Background: an optimization exercise with open tools, aiming at small area, a short achievable clock period and few clock cycles. Do not read the settings as production practice. RTL that was checked went through simulation tests only; none was proved equivalent to the original. Power is estimated from default activity; no workload was simulated.

==> 11-10 <==
Design morse_keyer, start of the top module:
module morse_keyer (
    input  wire        clk,
    input  wire        rst,           
    input  wire        cmd_valid,
    input  wire [7:0]  cmd_data,
    output wire        cmd_ready,
    output reg         rsp_valid,
    output reg  [7:0]  rsp_code,
    output reg  [31:0] rsp_value,
    output wire        tx_out,
    output wire        ind_out,
    output wire        transmit,
    output wire        busy,
    output wire [3:0]  key_state
);
    localparam [7:0] OP_TICK      = 8'h01;
    localparam [7:0] OP_CONFIGURE = 8'h02;
    localparam [7:0] OP_SEND      = 8'h03;
    localparam [7:0] OP_RESET     = 8'h04;
    localparam [7:0] OP_SET_PRE   = 8'h05;
    localparam [7:0] OP_SET_DUAL  = 8'h06;
    localparam [7:0] OP_SET_TXEN  = 8'h07;
    localparam [7:0] OP_SET_REP   = 8'h08;
    localparam [7:0] OP_READ      = 8'h09;
    localparam [7:0] OP_LOOKUP    = 8'h0A;
    localparam [7:0] RC_OK          = 8'd0;
    localparam [7:0] RC_TOO_LONG    = 8'd1;
    localparam [7:0] RC_BAD_SPEED   = 8'd2;
    localparam [7:0] RC_NOT_ENC     = 8'd3;
    localparam [7:0] RC_BAD_OPERAND = 8'd4;
    localparam [7:0] RC_ILLEGAL_OP  = 8'd5;
    localparam [3:0] S_IDLE     = 4'd0;
    localparam [3:0] S_PREAMBLE = 4'd1;
    localparam [3:0] S_DIT      = 4'd2;
    localparam [3:0] S_DAH      = 4'd3;
    localparam [3:0] S_DITDLY   = 4'd4;
    localparam [3:0] S_DAHDLY   = 4'd5;
  ...
clock: 15.0 ns
lec_check: 0
cap_margin: 20
core_margin: 2
core_utilization: 30
slew_margin: 20
run.sh (not shown) runs the stock make flow with config.mk's settings and CLKGATE_MAP_FILE= SYNTH_SCRIPT=/design/flow/synth_recipe.tcl, a recipe that flattens the netlist after the stock synthesis.
==> inputs of 05-11, as changes to 11-10 <==
--- a/flow/design.v
+++ b/flow/design.v
@@ -137,26 +137,24 @@
     reg        busy_q;
     reg        pre_en_q;
     reg        dual_q;
     reg        txen_q;
     reg [7:0]  repeat_q;
-    reg transmit_q, tx_out_q, ind_out_q;
-    assign transmit  = transmit_q;
-    assign tx_out    = tx_out_q;
-    assign ind_out   = ind_out_q;
+    wire key_down = (state_q == S_PREAMBLE) || (state_q == S_DIT) || (state_q == S_DAH);
+    assign transmit  = key_down & txen_q;
+    assign tx_out    = dual_q ? (busy_q & txen_q & (state_q != S_REPEAT)) : transmit;
+    assign ind_out   = dual_q ? busy_q : transmit;
     assign busy      = busy_q;
     assign key_state = state_q;
-    reg rst_q;
-    always @(posedge clk) rst_q <= rst;
     reg  [7:0] b0_q, b1_q;
     reg        v0_q, v1_q;
     wire       stall;
     wire       take = v0_q & ~stall;       
-    wire       byte_in = cmd_valid & ~v1_q & ~rst_q;
-    assign cmd_ready = ~v1_q & ~rst_q;
+    wire       byte_in = cmd_valid & ~v1_q;
+    assign cmd_ready = ~v1_q;
     always @(posedge clk) begin
-        if (rst_q) begin
+        if (rst) begin
             v0_q <= 1'b0;
             v1_q <= 1'b0;
         end else if (!v0_q || take) begin
             if (v1_q) begin
                 b0_q <= b1_q;
@@ -242,51 +240,14 @@
     reg loading_q;            
     wire [18:0] u1 = {3'd0, unit_q};
     wire [18:0] u3 = {2'd0, unit_q, 1'b0} + {3'd0, unit_q};
     wire [18:0] u7 = {unit_q, 3'b000} - {3'd0, unit_q};
     wire [4:0]  rep_m     = (repeat_q > 8'd30) ? 5'd30 : repeat_q[4:0];
-    reg  [20:0] rep_ticks;
-    always @* begin
-        case (rep_m)
-            5'd0:  rep_ticks = 21'd0;
-            5'd1:  rep_ticks = 21'd60000;
-            5'd2:  rep_ticks = 21'd120000;
-            5'd3:  rep_ticks = 21'd180000;
-            5'd4:  rep_ticks = 21'd240000;
-            5'd5:  rep_ticks = 21'd300000;
-            5'd6:  rep_ticks = 21'd360000;
-            5'd7:  rep_ticks = 21'd420000;
-            5'd8:  rep_ticks = 21'd480000;
-            5'd9:  rep_ticks = 21'd540000;
-            5'd10: rep_ticks = 21'd600000;
-            5'd11: rep_ticks = 21'd660000;
-            5'd12: rep_ticks = 21'd720000;
-            5'd13: rep_ticks = 21'd780000;
-            5'd14: rep_ticks = 21'd840000;
-            5'd15: rep_ticks = 21'd900000;
-            5'd16: rep_ticks = 21'd960000;
-            5'd17: rep_ticks = 21'd1020000;
-            5'd18: rep_ticks = 21'd1080000;
-            5'd19: rep_ticks = 21'd1140000;
-            5'd20: rep_ticks = 21'd1200000;
-            5'd21: rep_ticks = 21'd1260000;
-            5'd22: rep_ticks = 21'd1320000;
-            5'd23: rep_ticks = 21'd1380000;
-            5'd24: rep_ticks = 21'd1440000;
-            5'd25: rep_ticks = 21'd1500000;
-            5'd26: rep_ticks = 21'd1560000;
-            5'd27: rep_ticks = 21'd1620000;
-            5'd28: rep_ticks = 21'd1680000;
-            default: rep_ticks = 21'd1740000;    
-        endcase
-        if (repeat_q >= 8'd30) rep_ticks = 21'd1800000;
-    end
-    reg         rep_ge_q;
-    reg         pstale_q;
-    wire [20:0] rep_dur   = rep_ge_q ? rep_ticks : {2'd0, u7};
+    wire [20:0] rep_ticks = rep_m * 21'd60000;
+    wire [20:0] rep_dur   = (rep_ticks > {2'd0, u7}) ? rep_ticks : {2'd0, u7};
     wire        rep_zero  = (repeat_q == 8'd0);
-    reg         exp_q;        
+    wire        expired = (rem_q == 32'd1);
     reg [3:0]  n_state;
     reg [7:0]  n_stream;
     reg        n_started;
     reg        n_busy;
     reg        n_pre_en;
@@ -320,11 +281,11 @@
         do_decide   = 1'b0;
         do_fetch    = 1'b0;
         do_element  = 1'b0;
         if (state_q == S_IDLE) begin
             do_decide = busy_q & txen_q;
-        end else if (exp_q) begin
+        end else if (expired) begin
             case (state_q)
                 S_PREAMBLE: begin
                     n_pre_en  = 1'b0;
                     do_decide = txen_q;
                     if (!txen_q) n_state = S_IDLE;
@@ -441,11 +402,11 @@
             2'd1: n_dur = {2'd0, u3};
             2'd2: n_dur = {2'd0, u7};
             default: n_dur = rep_dur;
         endcase
     end
-    wire tick_needs_win = (state_q == S_IDLE) || exp_q;
+    wire tick_needs_win = (state_q == S_IDLE) || expired;
     wire [31:0] cw      = {b0_q, abuf_q};
     wire        f_sign  = cw[31];
     wire [7:0]  f_exp   = cw[30:23];
     wire [22:0] f_frac  = cw[22:0];
     wire        f_invalid = ((f_exp == 8'hFF) && (f_frac != 23'd0)) || f_sign ||
@@ -463,11 +424,11 @@
     wire [24:0] div_t    = div_first_q ? div_r_q : {div_r_q[23:0], div_n_q[15]};
     wire        div_ge   = div_t >= {1'b0, div_m};
     wire [24:0] div_diff = div_t - {1'b0, div_m};
     wire [15:0] div_quo  = {div_n_q[14:0], div_ge};
     wire text_slot_ok = wfirst_q || (dw_hi == 4'd0 && dw_lo_z);
-    assign stall = (is_tick && (div_busy_q || pstale_q || (tick_needs_win && !w_ok))) ||
+    assign stall = (is_tick && (div_busy_q || (tick_needs_win && !w_ok))) ||
                    ((is_conf || is_read) && div_busy_q) ||
                    (text_wr && !text_slot_ok);
     wire do_tick = take && is_tick;
     wire do_ex   = take && ex_any;
     wire [31:0] end_tick = tick_q + rem_q - 32'd1;
@@ -501,31 +462,16 @@
             2'd1:    win_sh = win_q >> 8;
             2'd2:    win_sh = win_q >> 16;
             default: win_sh = win_q;
         endcase
     end
-    wire ex_send  = do_ex && (ex_code == OP_SEND) && (rx_q != R_SKIP);
-    wire ex_reset = do_ex && (ex_code == OP_RESET);
-    wire ex_txen  = do_ex && (ex_code == OP_SET_TXEN) && (b0_q <= 8'd1);
-    wire ex_dual  = do_ex && (ex_code == OP_SET_DUAL) && (b0_q <= 8'd1);
-    wire [3:0] state_d = do_tick ? n_state : (ex_send || ex_reset) ? S_IDLE : state_q;
-    wire       busy_d  = do_tick ? n_busy : ex_send ? 1'b1 : ex_reset ? 1'b0 : busy_q;
-    wire       txen_d  = ex_txen ? b0_q[0] : txen_q;
-    wire       dual_d  = ex_dual ? b0_q[0] : dual_q;
-    wire       kdown_d = (state_d == S_PREAMBLE) || (state_d == S_DIT) || (state_d == S_DAH);
-    wire       trans_d = kdown_d & txen_d;
     always @(posedge clk) begin
         ring_q <= {(wr_char ? wr_idx : ring_q[5:0]), ring_q[6*255-1:6]};
     end
     integer wi;
     always @(posedge clk) begin
-        if (rst_q) begin
-            transmit_q <= 1'b0;
-            tx_out_q   <= 1'b0;
-            ind_out_q  <= 1'b0;
-            exp_q      <= 1'b1;
-            pstale_q   <= 1'b1;
+        if (rst) begin
             rx_q       <= R_OP;
             op_q       <= 8'd0;
             acnt_q     <= 2'd0;
             tcnt_q     <= 16'd0;
             tidx_q     <= 8'd0;
@@ -560,21 +506,10 @@
             pre_en_q   <= 1'b0;
             dual_q     <= 1'b0;
             txen_q     <= 1'b1;
             repeat_q   <= 8'd0;
         end else begin
-            state_q    <= state_d;
-            busy_q     <= busy_d;
-            txen_q     <= txen_d;
-            dual_q     <= dual_d;
-            transmit_q <= trans_d;
-            tx_out_q   <= dual_d ? (busy_d & txen_d & (state_d != S_REPEAT)) : trans_d;
-            ind_out_q  <= dual_d ? busy_d : trans_d;
-            rep_ge_q   <= rep_ticks > {2'd0, u7};
-            pstale_q   <= 1'b0;
-            if (do_tick)
-                exp_q <= n_enter ? ((n_dsel == 2'd0) && (unit_q == 16'd1)) : (rem_q == 32'd2);
             d0_lo <= d0_lo_nx;
             d0_hi <= d0_hi_nx;
             dw_lo <= dw_lo_z ? TS[4:0] - 5'd1 : dw_lo - 5'd1;
             if (dw_lo_z) dw_hi <= dw_hi_dec;
             win_q  <= win_sh;
@@ -594,19 +529,17 @@
                 div_first_q <= 1'b0;
                 if (div_first_q) begin
                     if (div_ge) begin
                         unit_q     <= 16'hFFFF;
                         div_busy_q <= 1'b0;
-                        pstale_q   <= 1'b1;
                     end
                 end else begin
                     div_r_q   <= div_ge ? div_diff : div_t;
                     div_n_q   <= div_quo;
                     div_cnt_q <= div_cnt_q - 5'd1;
                     if (div_cnt_q == 5'd1) begin
                         div_busy_q <= 1'b0;
-                        pstale_q   <= 1'b1;
                         unit_q     <= (div_quo == 16'd0) ? 16'd1 : div_quo;
                     end
                 end
             end
             if (take) begin
@@ -660,18 +593,20 @@
                         end
                     end
                 endcase
             end
             if (do_ex) begin
-                rsp_valid <= !rst;
+                rsp_valid <= 1'b1;
                 rsp_code  <= RC_OK;
                 rsp_value <= 32'd0;
                 case (ex_code)
                     OP_TICK: begin
                         tick_q    <= tick_q + 32'd1;
+                        state_q   <= n_state;
                         stream_q  <= n_stream;
                         started_q <= n_started;
+                        busy_q    <= n_busy;
                         pre_en_q  <= n_pre_en;
                         cursor_q  <= (n_cur_clr ? 8'd0 : cursor_q) + {6'd0, n_cur_inc};
                         if (n_chars_clr)      chars_q <= 8'd0;
                         else if (n_chars_inc) chars_q <= chars_q + 8'd1;
                         if (n_len_clr) msg_len_q <= 8'd0;
@@ -689,12 +624,11 @@
                     end
                     OP_CONFIGURE: begin
                         if (f_invalid) begin
                             rsp_code <= RC_BAD_SPEED;
                         end else begin
-                            wpm_q    <= cw;
-                            pstale_q <= 1'b1;
+                            wpm_q <= cw;
                             if (f_zero_q) begin
                                 unit_q <= 16'd1;
                             end else if (f_sat) begin
                                 unit_q <= 16'hFFFF;
                             end else begin
@@ -714,10 +648,12 @@
                             msg_len_q <= (rx_q == R_TEXT) ? tidx_q + {7'd0, text_wr} : 8'd0;
                             cursor_q  <= 8'd0;
                             chars_q   <= 8'd0;
                             stream_q  <= EOC;
                             started_q <= 1'b0;
+                            state_q   <= S_IDLE;
+                            busy_q    <= 1'b1;
                             if (rx_q != R_TEXT) begin
                                 wval_q <= 3'd0;
                                 wf_q   <= 8'd0;
                             end
                         end
@@ -726,23 +662,26 @@
                         msg_len_q <= 8'd0;
                         cursor_q  <= 8'd0;
                         chars_q   <= 8'd0;
                         stream_q  <= EOC;
                         started_q <= 1'b0;
+                        state_q   <= S_IDLE;
+                        busy_q    <= 1'b0;
                         wval_q    <= 3'd0;
                         wf_q      <= 8'd0;
                     end
                     OP_SET_PRE, OP_SET_DUAL, OP_SET_TXEN: begin
                         if (b0_q > 8'd1) begin
                             rsp_code <= RC_BAD_OPERAND;
                         end else begin
                             if (op_q == OP_SET_PRE)  pre_en_q <= b0_q[0];
+                            if (op_q == OP_SET_DUAL) dual_q   <= b0_q[0];
+                            if (op_q == OP_SET_TXEN) txen_q   <= b0_q[0];
                         end
                     end
                     OP_SET_REP: begin
                         repeat_q <= b0_q;
-                        pstale_q <= 1'b1;
                     end
                     OP_READ: begin
                         if (b0_q > 8'd9)
                             rsp_code <= RC_BAD_OPERAND;
                         else
==> results.txt <==
| quantity | 11-10 | 05-11 |
|---|---|---|
| Run status | timing/DRC/antenna clean | timing/DRC/antenna clean |
| Layout fillers | 20.4k | 20.6k |
| Share of the cycle needed by the critical path after routing | 39.3% | 47.8% |
| Flop+latch power | 5.29 mW | 5.26 mW |
| Number of buffers and inverters on the critical path | 5 | 2 |
| Total wirelength of the detailed-routed design | 159 mm | 155 mm |
| Worst setup path endpoint | win_q[23] | rem_q[11] |
| Number of vias per cell | 4.88 | 4.83 |
| Vias after detailed routing | 42.6k | 42.4k |
| Number of cells on the critical path | 18 | 23 |
| Chip width | 461 um | 462 um |
| Final GP Congestion | 0.924 | 0.908 |
| Number of non-clock buffers in the layout | 120 | 117 |
| Lkg Pwr | 27.6 nW | 27.9 nW |
| Achievable frequency | 0.170 GHz | 0.140 GHz |
Testbench counts of 05-11, summed over its fixed seeds: cycles 144,335.
The RTL of 11-10 was laid out without a check of its function.

==> static timing again, ports no longer ideal <==
Ports are ideal in the flow. The routed layouts listed here were re-timed in OpenROAD. Step 1 sets driving cells, clkbuf_16 on the clock port and buf_2 on the other inputs (assumed; they add their load-dependent delay and slew). Step 2, shift: input delay + t, output delay - t, t = (earliest + latest rising clock arrival at the registers) / 2. This alone moves slack from input paths to output paths. Slacks: ideal / step 1 / step 2; pairs: ideal / step 1.
| run | shift t [ns] | setup slack, ns | hold WS [ns] | worst setup path at the end | clock arrival spread, ns |
|---|---|---|---|---|---|
| 11-10 | 0.894 | 9.106 / 9.106 / 9.106 | 0.296 / 0.296 / 0.296 | register to register | 0.048 / 0.048 |
| 05-11 | 0.875 | 7.833 / 7.833 / 7.833 | 0.277 / 0.277 / 0.277 | register to register | 0.073 / 0.073 |
After both steps every run listed still meets setup and hold.
